This design comes from an exercise in tuning for small area, a short achievable clock period and few clock cycles on the open sky130 flow, not from production work.
No functional check of the RTL was part of this run.

<file path="design/flow/flow/run.sh">
#!/bin/bash
set -euo pipefail
export BUFFER_PORTS_ARGS="-buffer_cell sky130_fd_sc_hd__buf_2"
bash standard.sh > standard.log 2>&1
</file>
<file path="design/flow/standard.sh">
#!/bin/bash
# synth_recipe.tcl (not shown) runs the flow's synth.tcl, then flattens the netlist and writes it again
# the make line also repeats each setting of config.mk as NAME=value (left out here)
make -C /OpenROAD-flow-scripts/flow DESIGN_CONFIG=/design/flow/config.mk WORK_HOME=/design/flow/orfs CLKGATE_MAP_FILE= SYNTH_SCRIPT=/design/flow/synth_recipe.tcl "${@:-finish}"
</file>
<file path="design/flow/config.mk">
export PLATFORM = sky130hd
export DESIGN_NAME = css_disckey
export DESIGN_NICKNAME = css_disckey
export VERILOG_FILES = /design/flow/design.v
export SDC_FILE = /design/flow/constraint.sdc
export NUM_CORES = 4
export LEC_CHECK = 0
export CAP_MARGIN = 20
export CORE_MARGIN = 2
export CORE_UTILIZATION = 40
export PLACE_DENSITY = 0.6
export SETUP_SLACK_MARGIN = 3.1
export SLEW_MARGIN = 20
export SYNTH_HIERARCHICAL = 1
</file>
<file path="design/flow/constraint.sdc">
create_clock -name core_clock -period 6.0 [get_ports {clk}]
set_input_delay 1.2000 -clock core_clock [delete_from_list [all_inputs] [get_ports {clk}]]
set_output_delay 1.2000 -clock core_clock [all_outputs]
set_load 0.01 [all_outputs]
</file>
<file path="design/flow/design.v">
module css_t1 (
    input  wire [7:0] a,
    output wire [7:0] t1
);
    wire x07 = a[7] ^ (a[5] | a[4]);
    wire x11 = a[1] & a[0];
    wire x12 = a[2] ^ x11;
    wire x14 = a[6] ^ (a[5] & a[4]);
    wire x18 = a[3] ^ x11;
    wire x21 = a[5] & ~a[4];
    assign t1[0] = ~x18;
    assign t1[1] = ~x14;
    assign t1[2] = (~a[5] | (t1[0] & (~a[6] | a[4]))) & (a[6] | x18 | x21);
    assign t1[3] = (a[3] | x14) ^ (a[1] & (~a[0] | x14));
    assign t1[4] = ~x12;
    assign t1[5] = ~x07;
    assign t1[6] = (a[2] | x07) ^ (a[0] & (~a[1] | x07));
    assign t1[7] = (t1[4] | a[7] | x21) & (~a[7] | ~a[5] | a[4]) & (a[4] | x12);
endmodule
module css_disckey (
    input  wire        clk,
    input  wire        rst,         
    input  wire        start,
    output wire        ready,
    output wire [8:0]  slot_addr,
    input  wire [39:0] slot_data,
    output wire        done,
    output wire        found,
    output wire [39:0] disc_key
);
    localparam [15:0] KL0_0 = 16'hDFDC;
    localparam [15:0] KL0_1 = 16'hDDFE;
    localparam [15:0] KL0_2 = 16'h7701;
    localparam [15:0] KL0_3 = 16'h3D3C;
    localparam [15:0] KL0_4 = 16'h6779;
    localparam [15:0] KL0_5 = 16'hCB55;
    localparam [15:0] KL0_6 = 16'hB240;
    localparam [15:0] KL0_7 = 16'h02FC;
    localparam [15:0] KL0_8 = 16'h75B3;
    localparam [15:0] KL0_9 = 16'hD75F;
    localparam [15:0] KL0_10 = 16'hB941;
    localparam [15:0] KL0_11 = 16'h2581;
    localparam [15:0] KL0_12 = 16'hC5DC;
    localparam [15:0] KL0_13 = 16'h148F;
    localparam [15:0] KL0_14 = 16'hD020;
    localparam [15:0] KL0_15 = 16'h2811;
    localparam [15:0] KL0_16 = 16'h8F1A;
    localparam [15:0] KL0_17 = 16'h95F6;
    localparam [15:0] KL0_18 = 16'h4E29;
    localparam [15:0] KL0_19 = 16'hC0B9;
    localparam [15:0] KL0_20 = 16'h88C2;
    localparam [15:0] KL0_21 = 16'h5CF6;
    localparam [15:0] KL0_22 = 16'hEFED;
    localparam [15:0] KL0_23 = 16'hF5C0;
    localparam [15:0] KL0_24 = 16'hEF95;
    localparam [15:0] KL0_25 = 16'h34A9;
    localparam [15:0] KL0_26 = 16'h104F;
    localparam [15:0] KL0_27 = 16'h7470;
    localparam [15:0] KL0_28 = 16'hE7E4;
    localparam [15:0] KL0_29 = 16'hCB7E;
    localparam [15:0] KL0_30 = 16'hCC9E;
    localparam [15:0] KL0_31 = 16'hA6C5;
    localparam [15:0] KL0_32 = 16'h9850;
    localparam [15:0] KL0_33 = 16'hC4EA;
    localparam [15:0] KL0_34 = 16'h0E38;
    localparam [15:0] KL0_35 = 16'h9CAC;
    localparam [15:0] KL0_36 = 16'h1DB9;
    localparam [15:0] KL0_37 = 16'hFC9F;
    localparam [15:0] KL0_38 = 16'h8A6F;
    localparam [15:0] KL0_39 = 16'h0A04;
    localparam [15:0] KL1_0 = 16'h7879;
    localparam [15:0] KL1_1 = 16'h8CBD;
    localparam [15:0] KL1_2 = 16'h0853;
    localparam [15:0] KL1_3 = 16'h7E72;
    localparam [15:0] KL1_4 = 16'h0FFC;
    localparam [15:0] KL1_5 = 16'hA18D;
    localparam [15:0] KL1_6 = 16'h9479;
    localparam [15:0] KL1_7 = 16'h2BC6;
    localparam [15:0] KL1_8 = 16'h9137;
    localparam [15:0] KL1_9 = 16'hCA3B;
    localparam [15:0] KL1_10 = 16'h404B;
    localparam [15:0] KL1_11 = 16'h63E8;
    localparam [15:0] KL1_12 = 16'h8C08;
    localparam [15:0] KL1_13 = 16'h536D;
    localparam [15:0] KL1_14 = 16'h07FE;
    localparam [15:0] KL1_15 = 16'h7F46;
    localparam [15:0] KL1_16 = 16'h7089;
    localparam [15:0] KL1_17 = 16'hF4A7;
    localparam [15:0] KL1_18 = 16'h1C95;
    localparam [15:0] KL1_19 = 16'h9BEB;
    localparam [15:0] KL1_20 = 16'h80A5;
    localparam [15:0] KL1_21 = 16'h4D8A;
    localparam [15:0] KL1_22 = 16'h9FBE;
    localparam [15:0] KL1_23 = 16'hFFE6;
    localparam [15:0] KL1_24 = 16'hE402;
    localparam [15:0] KL1_25 = 16'h3377;
    localparam [15:0] KL1_26 = 16'hE044;
    localparam [15:0] KL1_27 = 16'h0B81;
    localparam [15:0] KL1_28 = 16'h7B77;
    localparam [15:0] KL1_29 = 16'h6A1F;
    localparam [15:0] KL1_30 = 16'h22FE;
    localparam [15:0] KL1_31 = 16'hC342;
    localparam [15:0] KL1_32 = 16'hE410;
    localparam [15:0] KL1_33 = 16'h2788;
    localparam [15:0] KL1_34 = 16'h7725;
    localparam [15:0] KL1_35 = 16'hB767;
    localparam [15:0] KL1_36 = 16'h3BE3;
    localparam [15:0] KL1_37 = 16'h6110;
    localparam [15:0] KL1_38 = 16'h8F9E;
    localparam [15:0] KL1_39 = 16'hCF0D;
    wire [15:0] qoh_w, qe_w;
    wire [39:0] kp_tab0 = {|(KL0_39 & qe_w), |(KL0_38 & qe_w), |(KL0_37 & qe_w), |(KL0_36 & qe_w), |(KL0_35 & qe_w), |(KL0_34 & qe_w), |(KL0_33 & qe_w), |(KL0_32 & qe_w), |(KL0_31 & qe_w), |(KL0_30 & qe_w), |(KL0_29 & qe_w), |(KL0_28 & qe_w), |(KL0_27 & qe_w), |(KL0_26 & qe_w), |(KL0_25 & qe_w), |(KL0_24 & qe_w), |(KL0_23 & qe_w), |(KL0_22 & qe_w), |(KL0_21 & qe_w), |(KL0_20 & qe_w), |(KL0_19 & qe_w), |(KL0_18 & qe_w), |(KL0_17 & qe_w), |(KL0_16 & qe_w), |(KL0_15 & qe_w), |(KL0_14 & qe_w), |(KL0_13 & qe_w), |(KL0_12 & qe_w), |(KL0_11 & qe_w), |(KL0_10 & qe_w), |(KL0_9 & qe_w), |(KL0_8 & qe_w), |(KL0_7 & qe_w), |(KL0_6 & qe_w), |(KL0_5 & qe_w), |(KL0_4 & qe_w), |(KL0_3 & qe_w), |(KL0_2 & qe_w), |(KL0_1 & qe_w), |(KL0_0 & qe_w)};
    wire [39:0] kp_tab1 = {|(KL1_39 & qoh_w), |(KL1_38 & qoh_w), |(KL1_37 & qoh_w), |(KL1_36 & qoh_w), |(KL1_35 & qoh_w), |(KL1_34 & qoh_w), |(KL1_33 & qoh_w), |(KL1_32 & qoh_w), |(KL1_31 & qoh_w), |(KL1_30 & qoh_w), |(KL1_29 & qoh_w), |(KL1_28 & qoh_w), |(KL1_27 & qoh_w), |(KL1_26 & qoh_w), |(KL1_25 & qoh_w), |(KL1_24 & qoh_w), |(KL1_23 & qoh_w), |(KL1_22 & qoh_w), |(KL1_21 & qoh_w), |(KL1_20 & qoh_w), |(KL1_19 & qoh_w), |(KL1_18 & qoh_w), |(KL1_17 & qoh_w), |(KL1_16 & qoh_w), |(KL1_15 & qoh_w), |(KL1_14 & qoh_w), |(KL1_13 & qoh_w), |(KL1_12 & qoh_w), |(KL1_11 & qoh_w), |(KL1_10 & qoh_w), |(KL1_9 & qoh_w), |(KL1_8 & qoh_w), |(KL1_7 & qoh_w), |(KL1_6 & qoh_w), |(KL1_5 & qoh_w), |(KL1_4 & qoh_w), |(KL1_3 & qoh_w), |(KL1_2 & qoh_w), |(KL1_1 & qoh_w), |(KL1_0 & qoh_w)};
    reg         busy;
    reg  [8:0]  addr_r;       
    reg         pres_val;     
    reg         pres_bub;     
    reg  [15:0] qoh;          
    reg         kodd;         
    reg         s0_ver, s0_val, s0_bub, s0_end, s0_last;
    reg         s1_ver;
    reg         v1, n1, l1, v2, n2, l2, v3, n3, l3, v4, n4, l4;   
    reg  [8:0]  s4;           
    reg         adv;          
    reg         pend1;        
    reg  [8:0]  slot1;        
    reg         rp1, rp2, rp3;   
    reg         done_r, found_r;
    reg  [39:0] vc;           
    reg  [4:0]  r4e0, r4e1;   
    assign qoh_w = qoh;
    assign qe_w  = qoh & {16{!kodd}};
    wire [39:0] kp1 = kp_tab1;
    wire [39:0] kp0 = kp_tab0 | (kp1 & {40{kodd}});
    wire [39:0] e = slot_data;
    wire [39:0] te;
    genvar g;
    generate
        for (g = 0; g < 5; g = g + 1) begin : g_t1e
            css_t1 u (.a(e[8*g +: 8]), .t1(te[8*g +: 8]));
        end
    endgenerate
    wire [39:0] base = {te[39:8] ^ e[31:0], te[7:0]};
    wire [39:0] dd0, cand0;
    wire [4:0]  eq0, eq1;
    css_lane u_l0 (.clk(clk), .kp(kp0), .base(base), .vc(vc), .dd(dd0), .c2(cand0), .eqb(eq0));
    css_lane u_l1 (.clk(clk), .kp(kp1), .base(base), .vc(vc), .dd(),    .c2(),      .eqb(eq1));
    wire        hit0  = v4 && (&r4e0);
    wire        hit1  = v4 && (&r4e1);
    wire        rep   = !rp1 && !rp2 && !rp3 && !done_r && v4 && (hit0 || (n4 && (pend1 || hit1)));
    wire        nf    = !done_r && v4 && n4 && l4 && !hit0 && !hit1 && !pend1;
    wire [15:0] q4    = adv ? {1'b0, qoh[15:1]} : qoh;
    always @(posedge clk) begin
        r4e0 <= eq0;
        r4e1 <= eq1;
        if (s1_ver) vc <= dd0;
        if (hit1 && !pend1) slot1 <= s4;
    end
    always @(posedge clk) begin
        if (rst) begin
            busy     <= 1'b0;
            addr_r   <= 9'd0;
            pres_val <= 1'b0;
            pres_bub <= 1'b0;
            qoh      <= 16'd0;
            kodd     <= 1'b0;
            s0_ver   <= 1'b0;
            s1_ver   <= 1'b0;
            s0_val   <= 1'b0;
            s0_bub   <= 1'b0;
            s0_end   <= 1'b0;
            s0_last  <= 1'b0;
            v1 <= 1'b0; n1 <= 1'b0; l1 <= 1'b0;
            v2 <= 1'b0; n2 <= 1'b0; l2 <= 1'b0;
            v3 <= 1'b0; n3 <= 1'b0; l3 <= 1'b0;
            v4 <= 1'b0; n4 <= 1'b0; l4 <= 1'b0;
            s4       <= 9'd1;
            adv      <= 1'b0;
            pend1    <= 1'b0;
            rp1      <= 1'b0;
            rp2      <= 1'b0;
            rp3      <= 1'b0;
            done_r   <= 1'b0;
            found_r  <= 1'b0;
        end else begin
            done_r  <= rp3 || nf;
            found_r <= rp3;
            rp2     <= rp1;
            rp3     <= rp2;
            rp1     <= 1'b0;
            s0_ver  <= 1'b0;
            s1_ver  <= s0_ver;
            s0_val  <= pres_val;
            s0_bub  <= pres_bub;
            s0_end  <= pres_val && (addr_r == 9'd408);
            s0_last <= qoh[15];
            v1 <= s0_val; n1 <= s0_end; l1 <= s0_last;
            v2 <= v1;     n2 <= n1;     l2 <= l1;
            v3 <= v2;     n3 <= n2;     l3 <= l2;
            v4 <= v3;     n4 <= n3;     l4 <= l3;
            if (s0_ver) qoh <= 16'd1;
            if (s0_bub) qoh <= {qoh[14:0], 1'b0};
            if (s0_bub) adv <= 1'b1;
            if (v4) s4 <= n4 ? 9'd1 : s4 + 9'd1;
            if (v4 && n4) adv <= 1'b0;
            if (hit1) pend1 <= 1'b1;
            if (v4 && n4) pend1 <= 1'b0;
            if (pres_val) begin
                if (addr_r == 9'd408) begin
                    pres_val <= 1'b0;
                    pres_bub <= !qoh[15];
                end else begin
                    addr_r <= addr_r + 9'd1;
                end
            end else if (pres_bub) begin
                pres_bub <= 1'b0;
                pres_val <= 1'b1;
                addr_r   <= 9'd1;
            end
            if (!busy) begin
                if (start) begin
                    busy     <= 1'b1;
                    s0_ver   <= 1'b1;
                    pres_val <= 1'b1;
                    pres_bub <= 1'b0;
                    addr_r   <= 9'd1;
                    qoh      <= 16'd0;
                    kodd     <= 1'b0;
                    s4       <= 9'd1;
                    adv      <= 1'b0;
                    pend1    <= 1'b0;
                end
            end else if (done_r) begin
                busy     <= 1'b0;
                addr_r   <= 9'd0;
                pres_val <= 1'b0;
                pres_bub <= 1'b0;
                s0_val   <= 1'b0;
                s0_bub   <= 1'b0;
                s0_end   <= 1'b0;
                v1 <= 1'b0; v2 <= 1'b0; v3 <= 1'b0; v4 <= 1'b0;
                n1 <= 1'b0; n2 <= 1'b0; n3 <= 1'b0; n4 <= 1'b0;
                pend1    <= 1'b0;
            end else if (rep) begin
                rp1      <= 1'b1;
                addr_r   <= hit0 ? s4 : (pend1 ? slot1 : s4);
                qoh      <= q4;
                kodd     <= !hit0;
                pres_val <= 1'b0;
                pres_bub <= 1'b0;
                s0_val   <= 1'b0;
                s0_bub   <= 1'b0;
                s0_end   <= 1'b0;
                v1 <= 1'b0; v2 <= 1'b0; v3 <= 1'b0; v4 <= 1'b0;
                n1 <= 1'b0; n2 <= 1'b0; n3 <= 1'b0; n4 <= 1'b0;
                pend1    <= 1'b0;
            end
        end
    end
    assign ready     = !busy;
    assign slot_addr = addr_r;
    assign done      = done_r;
    assign found     = found_r;
    assign disc_key  = cand0;
endmodule
module css_lane (
    input  wire        clk,
    input  wire [39:0] kp,      
    input  wire [39:0] base,    
    input  wire [39:0] vc,      
    output wire [39:0] dd,      
    output wire [39:0] c2,      
    output wire [4:0]  eqb      
);
    reg  [39:0] r1;           
    reg  [39:0] r2;           
    reg  [39:0] r3s;          
    reg  [3:0]  r3g;          
    reg  [3:1]  r3p;          
    reg  [39:0] r3c;          
    genvar g;
    wire [39:0] d1 = kp ^ base;
    assign dd = {r1[39:8], r1[7:0] ^ r1[39:32]};
    wire [39:0] td;
    generate
        for (g = 0; g < 5; g = g + 1) begin : g_t1d
            css_t1 u (.a(dd[8*g +: 8]), .t1(td[8*g +: 8]));
        end
    endgenerate
    wire [39:0] cand = kp ^ td ^ {dd[31:0], 8'd0};
    wire [39:0] ka, kb;
    css_ks u_ks (.ck(r2), .a(ka), .b(kb));
    wire [8:0]  bs [0:4];     
    wire [4:0]  bp;           
    generate
        for (g = 0; g < 5; g = g + 1) begin : g_bs
            assign bs[g] = {1'b0, ka[8*g +: 8]} + {1'b0, kb[8*g +: 8]};
            assign bp[g] = &(ka[8*g +: 8] ^ kb[8*g +: 8]);
        end
    endgenerate
    wire [39:0] bsum = {bs[4][7:0], bs[3][7:0], bs[2][7:0], bs[1][7:0], bs[0][7:0]};
    wire [4:1] y;
    assign y[1] = r3g[0];
    assign y[2] = r3g[1] | (r3p[1] & r3g[0]);
    assign y[3] = r3g[2] | (r3p[2] & r3g[1]) | (r3p[2] & r3p[1] & r3g[0]);
    assign y[4] = r3g[3] | (r3p[3] & r3g[2]) | (r3p[3] & r3p[2] & r3g[1]) | (r3p[3] & r3p[2] & r3p[1] & r3g[0]);
    wire [39:0] kv;
    assign kv[7:0] = r3s[7:0];
    generate
        for (g = 1; g < 5; g = g + 1) begin : g_inc
            assign kv[8*g +: 8] = r3s[8*g +: 8] + {7'd0, y[g]};
        end
    endgenerate
    wire [39:0] dv;
    assign dv[39:8] = kv[39:8] ^ vc[39:8];
    assign dv[7:0]  = kv[7:0] ^ kv[39:32] ^ vc[7:0];
    wire [39:0] tv;
    generate
        for (g = 0; g < 5; g = g + 1) begin : g_t1v
            css_t1 u (.a(dv[8*g +: 8]), .t1(tv[8*g +: 8]));
        end
    endgenerate
    wire [39:0] want = kv ^ {dv[31:0], 8'd0} ^ r3c;    
    generate
        for (g = 0; g < 5; g = g + 1) begin : g_eq
            css_eq8 u (.a(tv[8*g +: 8]), .b(want[8*g +: 8]), .eq(eqb[g]));
        end
    endgenerate
    assign c2 = r2;
    always @(posedge clk) begin
        r1  <= d1;
        r2  <= cand;
        r3s <= bsum;
        r3g <= {bs[3][8], bs[2][8], bs[1][8], bs[0][8]};
        r3p <= bp[3:1];
        r3c <= r2;
    end
endmodule
module css_eq8 (
    input  wire [7:0] a,
    input  wire [7:0] b,
    output wire       eq
);
    assign eq = (a == b);
endmodule
module css_ks (
    input  wire [39:0] ck,
    output wire [39:0] a,
    output wire [39:0] b
);
    wire x40 = ck[2] ^ ck[12];
    wire x41 = ck[1] ^ ck[11];
    wire x42 = ck[0] ^ ck[10];
    wire x43 = ck[9] ^ ck[15];
    wire x44 = ck[8] ^ ck[14];
    wire x45 = ck[7] ^ x40;
    wire x46 = ck[6] ^ x41;
    wire x47 = ck[4] ^ x43;
    wire x48 = ck[5] ^ x42;
    wire x49 = ck[3] ^ x44;
    wire x50 = ck[13] ^ x48;
    wire x51 = x45 ^ x47;
    wire x52 = x46 ^ x49;
    wire x53 = ck[26] ^ ck[35];
    wire x54 = ck[36] ^ ck[39];
    wire x55 = ck[19] ^ ck[28];
    wire x56 = ck[20] ^ ck[29];
    wire x57 = ck[21] ^ ck[30];
    wire x58 = ck[22] ^ ck[31];
    wire x59 = ck[23] ^ ck[27];
    wire x60 = ck[23] ^ ck[32];
    wire x61 = ck[24] ^ ck[33];
    wire x62 = ck[25] ^ ck[34];
    wire x63 = ck[27] ^ ck[30];
    wire x64 = ck[13] ^ x52;
    wire x65 = ck[18] ^ ck[25];
    wire x66 = ck[26] ^ ck[29];
    wire x67 = ck[32] ^ ck[36];
    wire x68 = ck[33] ^ ck[37];
    wire x69 = ck[34] ^ ck[38];
    wire x70 = ck[22] ^ x53;
    wire x71 = ck[28] ^ x56;
    wire x72 = ck[31] ^ x60;
    wire x73 = ck[35] ^ x54;
    wire x74 = ck[0] ^ ck[13];
    wire x75 = ck[1] ^ ck[14];
    wire x76 = ck[2] ^ ck[15];
    wire x77 = ck[16] ^ ck[17];
    wire x78 = ck[16] ^ ck[24];
    wire x79 = ck[16] ^ ck[31];
    wire x80 = ck[17] ^ ck[18];
    wire x81 = ck[17] ^ ck[24];
    wire x82 = ck[28] ^ ck[34];
    wire x83 = ck[29] ^ ck[35];
    wire x84 = ck[13] ^ x42;
    wire x85 = ck[19] ^ x60;
    wire x86 = ck[20] ^ x61;
    wire x87 = ck[21] ^ x62;
    wire x88 = ck[25] ^ x81;
    wire x89 = ck[27] ^ x55;
    wire x90 = ck[33] ^ x57;
    wire x91 = ck[34] ^ x58;
    wire x92 = x53 ^ x69;
    wire x93 = x54 ^ x59;
    wire x94 = x57 ^ x66;
    wire x95 = x58 ^ x63;
    wire x96 = x59 ^ x78;
    wire x97 = x61 ^ x67;
    wire x98 = x62 ^ x68;
    wire x99 = x70 ^ x93;
    wire x100 = ck[27] ^ x73;
    wire x101 = ck[35] ^ x72;
    wire x102 = ck[30] ^ x91;
    wire x103 = ck[29] ^ x90;
    wire x104 = ck[32] ^ x71;
    wire x105 = ck[31] ^ x89;
    wire x106 = ck[26] ^ x63;
    wire x107 = x65 ^ x66;
    wire x108 = ck[28] ^ x88;
    wire x109 = ck[38] ^ x70;
    wire x110 = x87 ^ x109;
    wire x111 = ck[37] ^ x86;
    wire x112 = x87 ^ x111;
    wire x113 = ck[36] ^ x85;
    wire x114 = x86 ^ x113;
    wire x115 = ck[35] ^ x58;
    wire x116 = x85 ^ x115;
    wire x117 = ck[18] ^ x57;
    wire x118 = x91 ^ x117;
    wire x119 = x56 ^ x80;
    wire x120 = x90 ^ x119;
    wire x121 = ck[32] ^ x55;
    wire x122 = x56 ^ x77;
    wire x123 = x121 ^ x122;
    wire x124 = x55 ^ x79;
    wire x125 = x73 ^ x124;
    wire x126 = ck[18] ^ ck[30];
    wire x127 = x54 ^ x69;
    wire x128 = x126 ^ x127;
    wire x129 = ck[38] ^ x68;
    wire x130 = x80 ^ x83;
    wire x131 = x129 ^ x130;
    wire x132 = ck[37] ^ x67;
    wire x133 = x77 ^ x82;
    wire x134 = x132 ^ x133;
    wire x135 = ck[33] ^ ck[39];
    wire x136 = x79 ^ x135;
    wire x137 = ck[32] ^ ck[38];
    wire x138 = x63 ^ x137;
    wire x139 = x73 ^ x138;
    wire x140 = ck[29] ^ ck[31];
    wire x141 = ck[37] ^ x140;
    wire x142 = x92 ^ x141;
    wire x143 = ck[28] ^ ck[30];
    wire x144 = ck[36] ^ x143;
    wire x145 = x98 ^ x144;
    wire x146 = ck[27] ^ x83;
    wire x147 = x97 ^ x146;
    wire x148 = x53 ^ x82;
    wire x149 = x72 ^ x148;
    wire x150 = ck[33] ^ x62;
    wire x151 = x95 ^ x150;
    wire x152 = ck[32] ^ x61;
    wire x153 = x94 ^ x152;
    wire x154 = ck[25] ^ x71;
    wire x155 = x72 ^ x154;
    wire x156 = ck[24] ^ x55;
    wire x157 = x95 ^ x156;
    wire x158 = x59 ^ x94;
    wire x159 = ck[22] ^ ck[26];
    wire x160 = x65 ^ x159;
    wire x161 = x71 ^ x160;
    wire x162 = ck[21] ^ x88;
    wire x163 = x89 ^ x162;
    wire x164 = ck[20] ^ ck[26];
    wire x165 = x96 ^ x164;
    wire x166 = ck[19] ^ x65;
    wire x167 = x99 ^ x166;
    wire x168 = ck[15] ^ x40;
    wire x169 = ck[14] ^ x41;
    wire x170 = x40 ^ x43;
    wire x171 = x41 ^ x44;
    wire x172 = x43 ^ x45;
    wire x173 = x44 ^ x46;
    wire x174 = ck[2] ^ x50;
    wire x175 = ck[1] ^ x51;
    wire x176 = ck[0] ^ x52;
    wire x177 = ck[15] ^ x50;
    wire x178 = ck[14] ^ x51;
    wire x179 = x40 ^ x50;
    wire x180 = x41 ^ x51;
    wire x181 = x42 ^ x52;
    wire x182 = x43 ^ x50;
    wire x183 = x44 ^ x51;
    wire x184 = x45 ^ x50;
    wire x185 = x46 ^ x51;
    wire x186 = x48 ^ x52;
    wire x187 = x47 ^ x50;
    wire x188 = x49 ^ x51;
    wire x189 = ck[2] ^ ck[13];
    wire x190 = x52 ^ x189;
    wire x191 = ck[1] ^ x45;
    wire x192 = x50 ^ x191;
    wire x193 = ck[0] ^ x46;
    wire x194 = x51 ^ x193;
    wire x195 = x48 ^ x76;
    wire x196 = x52 ^ x195;
    wire x197 = x47 ^ x75;
    wire x198 = x50 ^ x197;
    wire x199 = x49 ^ x74;
    wire x200 = x51 ^ x199;
    wire x201 = ck[12] ^ ck[13];
    wire x202 = ck[15] ^ x201;
    wire x203 = x52 ^ x202;
    wire x204 = ck[11] ^ ck[14];
    wire x205 = x45 ^ x204;
    wire x206 = x50 ^ x205;
    wire x207 = ck[10] ^ ck[13];
    wire x208 = x46 ^ x207;
    wire x209 = x51 ^ x208;
    assign a[0] = x100;
    assign a[1] = x92;
    assign a[2] = x98;
    assign a[3] = x97;
    assign a[4] = x101;
    assign a[5] = x102;
    assign a[6] = x103;
    assign a[7] = x104;
    assign a[8] = x105;
    assign a[9] = ~x106;
    assign a[10] = x107;
    assign a[11] = x108;
    assign a[12] = x96;
    assign a[13] = x99;
    assign a[14] = x110;
    assign a[15] = x112;
    assign a[16] = x114;
    assign a[17] = ~x116;
    assign a[18] = ~x118;
    assign a[19] = x120;
    assign a[20] = x123;
    assign a[21] = ~x125;
    assign a[22] = ~x128;
    assign a[23] = x131;
    assign a[24] = x134;
    assign a[25] = x136;
    assign a[26] = x139;
    assign a[27] = x142;
    assign a[28] = x145;
    assign a[29] = x147;
    assign a[30] = x149;
    assign a[31] = x151;
    assign a[32] = x153;
    assign a[33] = x155;
    assign a[34] = x157;
    assign a[35] = ~x158;
    assign a[36] = x161;
    assign a[37] = x163;
    assign a[38] = ~x165;
    assign a[39] = x167;
    assign b[0] = x76;
    assign b[1] = x75;
    assign b[2] = x74;
    assign b[3] = x168;
    assign b[4] = x169;
    assign b[5] = x84;
    assign b[6] = x170;
    assign b[7] = x171;
    assign b[8] = ~x84;
    assign b[9] = x172;
    assign b[10] = x173;
    assign b[11] = ~x50;
    assign b[12] = x51;
    assign b[13] = x52;
    assign b[14] = ~x174;
    assign b[15] = x175;
    assign b[16] = x176;
    assign b[17] = ~x177;
    assign b[18] = x178;
    assign b[19] = x64;
    assign b[20] = ~x179;
    assign b[21] = x180;
    assign b[22] = x181;
    assign b[23] = ~x182;
    assign b[24] = x183;
    assign b[25] = ~x64;
    assign b[26] = ~x184;
    assign b[27] = x185;
    assign b[28] = x186;
    assign b[29] = ~x187;
    assign b[30] = x188;
    assign b[31] = ~x190;
    assign b[32] = ~x192;
    assign b[33] = x194;
    assign b[34] = x196;
    assign b[35] = ~x198;
    assign b[36] = x200;
    assign b[37] = ~x203;
    assign b[38] = ~x206;
    assign b[39] = x209;
endmodule
</file>
==> impl_metrics.env <==
export IMPL_outcome="no timing/DRC/antenna violations"
export IMPL_cp_slowest_stage_delay_ns=0.47
export IMPL_met2_length_mm=46.0
export IMPL_finalCritPeriodShare_pct=50.1
export IMPL_cts_tree="done"
export IMPL_topRoutingLayerUsed="met4"
export IMPL_clockBufferDepth=3
export IMPL_wl_met3_mm=6.94
export IMPL_drt_iter0_drc=1879
export IMPL_hpwl_mm=78.4
export IMPL_finish_utilization_pct=45.9
export IMPL_num_fill_cells=7611
export IMPL_drc=0
export IMPL_antenna_found_initial=1
export IMPL_crit_required_ns=6.48
export IMPL_relSlewSlack_pct=27.7
export IMPL_vias=24374
export IMPL_worst_r2r_setup_slack_ns=2.99
export IMPL_fin_skew_ns=0.0245
export IMPL_synthCells=3386
export IMPL_cap_violations=0
export IMPL_rsz0062_at_grt="true"
export IMPL_cts_sinks=456
export IMPL_cp_slowest_cell="xor3_2"
export IMPL_setup_viol=0
export IMPL_htree_levels=2
export IMPL_firstDrtPassIters=6
export IMPL_io_pins=95
export IMPL_drtAntennaViolNets=0
export IMPL_grt_usage_pct=23.6
export IMPL_wl_per_cell_um=22.7
export IMPL_cts_root_buf="clkbuf_16"
export IMPL_area_delta_synth_final_pct=13.7
export IMPL_wl_mm=102
export IMPL_yosysWarnings=8
export IMPL_cp_arrival_ns=3.49
export IMPL_endpoint_kind="register"
export IMPL_synth_fp_nets=3536
export IMPL_num_nets_final=3521
export IMPL_wl_met1_mm=44.7
export IMPL_drive_above_1_share_pct=20.0
export IMPL_fmax_mhz=333
export IMPL_dieArea_um2=83400
export IMPL_clkTransAtPathRegs_ns=0.06
export IMPL_critPathMaxFanout=5
export IMPL_io_buffers=94
export IMPL_fp_coreArea_um2=80400
export IMPL_cp_start_kind="register"
export IMPL_worstMarginPinSlew_ns=1.08
export IMPL_grt_max_degree=44
export IMPL_grt_overflow=0
export IMPL_tns_ns=0
export IMPL_via_per_inst=5.45
export IMPL_grt_pass1_wl_mm=147
export IMPL_dieHeight_um=289
export IMPL_initial_core_util_pct=40.3
export IMPL_crit_chain="xor3_2 > xnor3_2 > xnor2_2 > ha_2 > inv_2 > fa_2 > nor2b_1 > o21ai_1 > a21boi_1 > mux2i_1 > nand2_1"
export IMPL_rows=104
export IMPL_worstSkewPairLatency_ns=0.62
export IMPL_multiInputGateArea_um2=22600
export IMPL_min_path_type="reg -> reg"
export IMPL_numCtsBuffers=50
export IMPL_finalHoldViolCount=0
export IMPL_ctsHoldBuffers=0
export IMPL_die_x_um=289
export IMPL_finalCriticalPeriod_ns=3.01
export IMPL_place_congestion=0.983
export IMPL_syn_area_per_cell_um2=9.58
export IMPL_timing_final_max_slew_violations=0
export IMPL_synth_area_um2=32400
export IMPL_grt_pass1_vias=22917
export IMPL_worstSetupPathType="reg -> reg"
export IMPL_seq_area_um2=9750
per-stage QoR:
stage	instance area [µm²]	setup WS [ns]	instances	hold WS, ns
4_1_cts	35700	3.00	4426	0.390
3_3_place_gp	32800	2.44	4303	0.406
2_1_floorplan	32500	3.09	3386	0.326
6_report	36900	2.99	4472	0.386
3_5_place_dp	32800	2.50	4303	0.399
5_1_grt	36900	2.86	4471	0.390
critical path, delay by kind of cell, from the launching register on:
family          cells  cell delay, ns
buf+inv             1            0.04
xor+xnor            3            1.15
compound gates      2            0.33
fa+ha+maj           2            0.58
simple gates        2            0.19
flops               1            0.38
mux                 1            0.21
path summary, 6_finish.rpt:
| path | from | end | depth (start not counted) |
|---|---|---|---|
| max | u_l0.r2[10] | u_l0.r3s[38] | 11 |
| min | u_l1.r2[1] | u_l1.r3c[1] | 0 |
| max reg2reg | u_l0.r2[10] | u_l0.r3s[38] | 11 |
| min reg2reg | u_l1.r2[1] | u_l1.r3c[1] | 0 |
state kept, by name, indices dropped and copies added, names as in the netlist, 4 cells and up:
signal    flops
qoh          16
u_l0.r1      40
u_l1.r1      40
u_l1.r3s     40
slot1         9
s4            9
u_l0.r3g      4
u_l0.r3s     40
u_l1.r3c     40
u_l1.r2      40
u_l0.r3c     40
u_l1.r3g      4
u_l0.r2      40
r4e0          5
vc           40
r4e1          5
addr_r        9
area by class of cell:
class	instances	share of cell area (%)
Antenna cell	1	0.00678
Clock buffer	71	4.02
Clock inverter	21	0.733
Inverter	93	0.960
Multi-Input combinational cell	2596	61.2
Sequential cell	456	26.4
Tap cell	1060	3.59
Timing Repair Buffer	174	3.07
layer usage:
metal,vias to the layer above,GRT usage [%]
met3,201,3.97
met1,11708,32.3
met5,-,0
met4,0,8.60
met2,908,37.4
li1,11557,-
cells in the final DEF (no fill, tap or decap), drive strengths merged, types with 30 or more instances in the layout:
cell,instances
a21oi,116
inv,98
nor3,91
xor2,405
nor2,216
nor3b,66
nand4,49
nand2,104
nand3,88
ha,97
xnor2,611
o32ai,52
buf,174
mux2i,43
nor2b,49
a21o,46
edfxtp,49
clkbuf,71
a21boi,53
a221oi,31
and3b,50
o21ai,52
xnor3,30
dfxtp,407
or3,42
what timing repair did:
action                                  in CTS  in global routing
cloned                                       2                  2
buffers inserted                            29                 43
endpoints found under the setup margin      50                 41
pin swaps                                   29                 72
gates resized for setup                    168                165

what the ideal ports hide:
How much do the figures lean on ideal ports? The routed layout below was timed once more, with nothing changed but the port constraints. Step 1, drivers: a clkbuf_16 drives clk and a buf_2 each remaining input, both assumed. Step 2 moves the port delays by t, midway between the first and last clock arrival at a register: inputs arrive t later, outputs are due t later. That takes back most of the time a late clock gives input paths. a / b / c = no drivers / after step 1 / after step 2; a / b = the first two.
t, ns: 0.667
slack for setup (ns): 2.993 / 2.993 / 2.932
worst setup path after step 2: input to register
clock arrival spread, ns: 0.024 / 0.025
worst register clock-pin slew, ns: 0.07 / 0.07
After both steps this run still meets setup and hold. For this run, drivers alone change the setup slack by 0.000 ns; drivers and shift together by -0.061 ns.
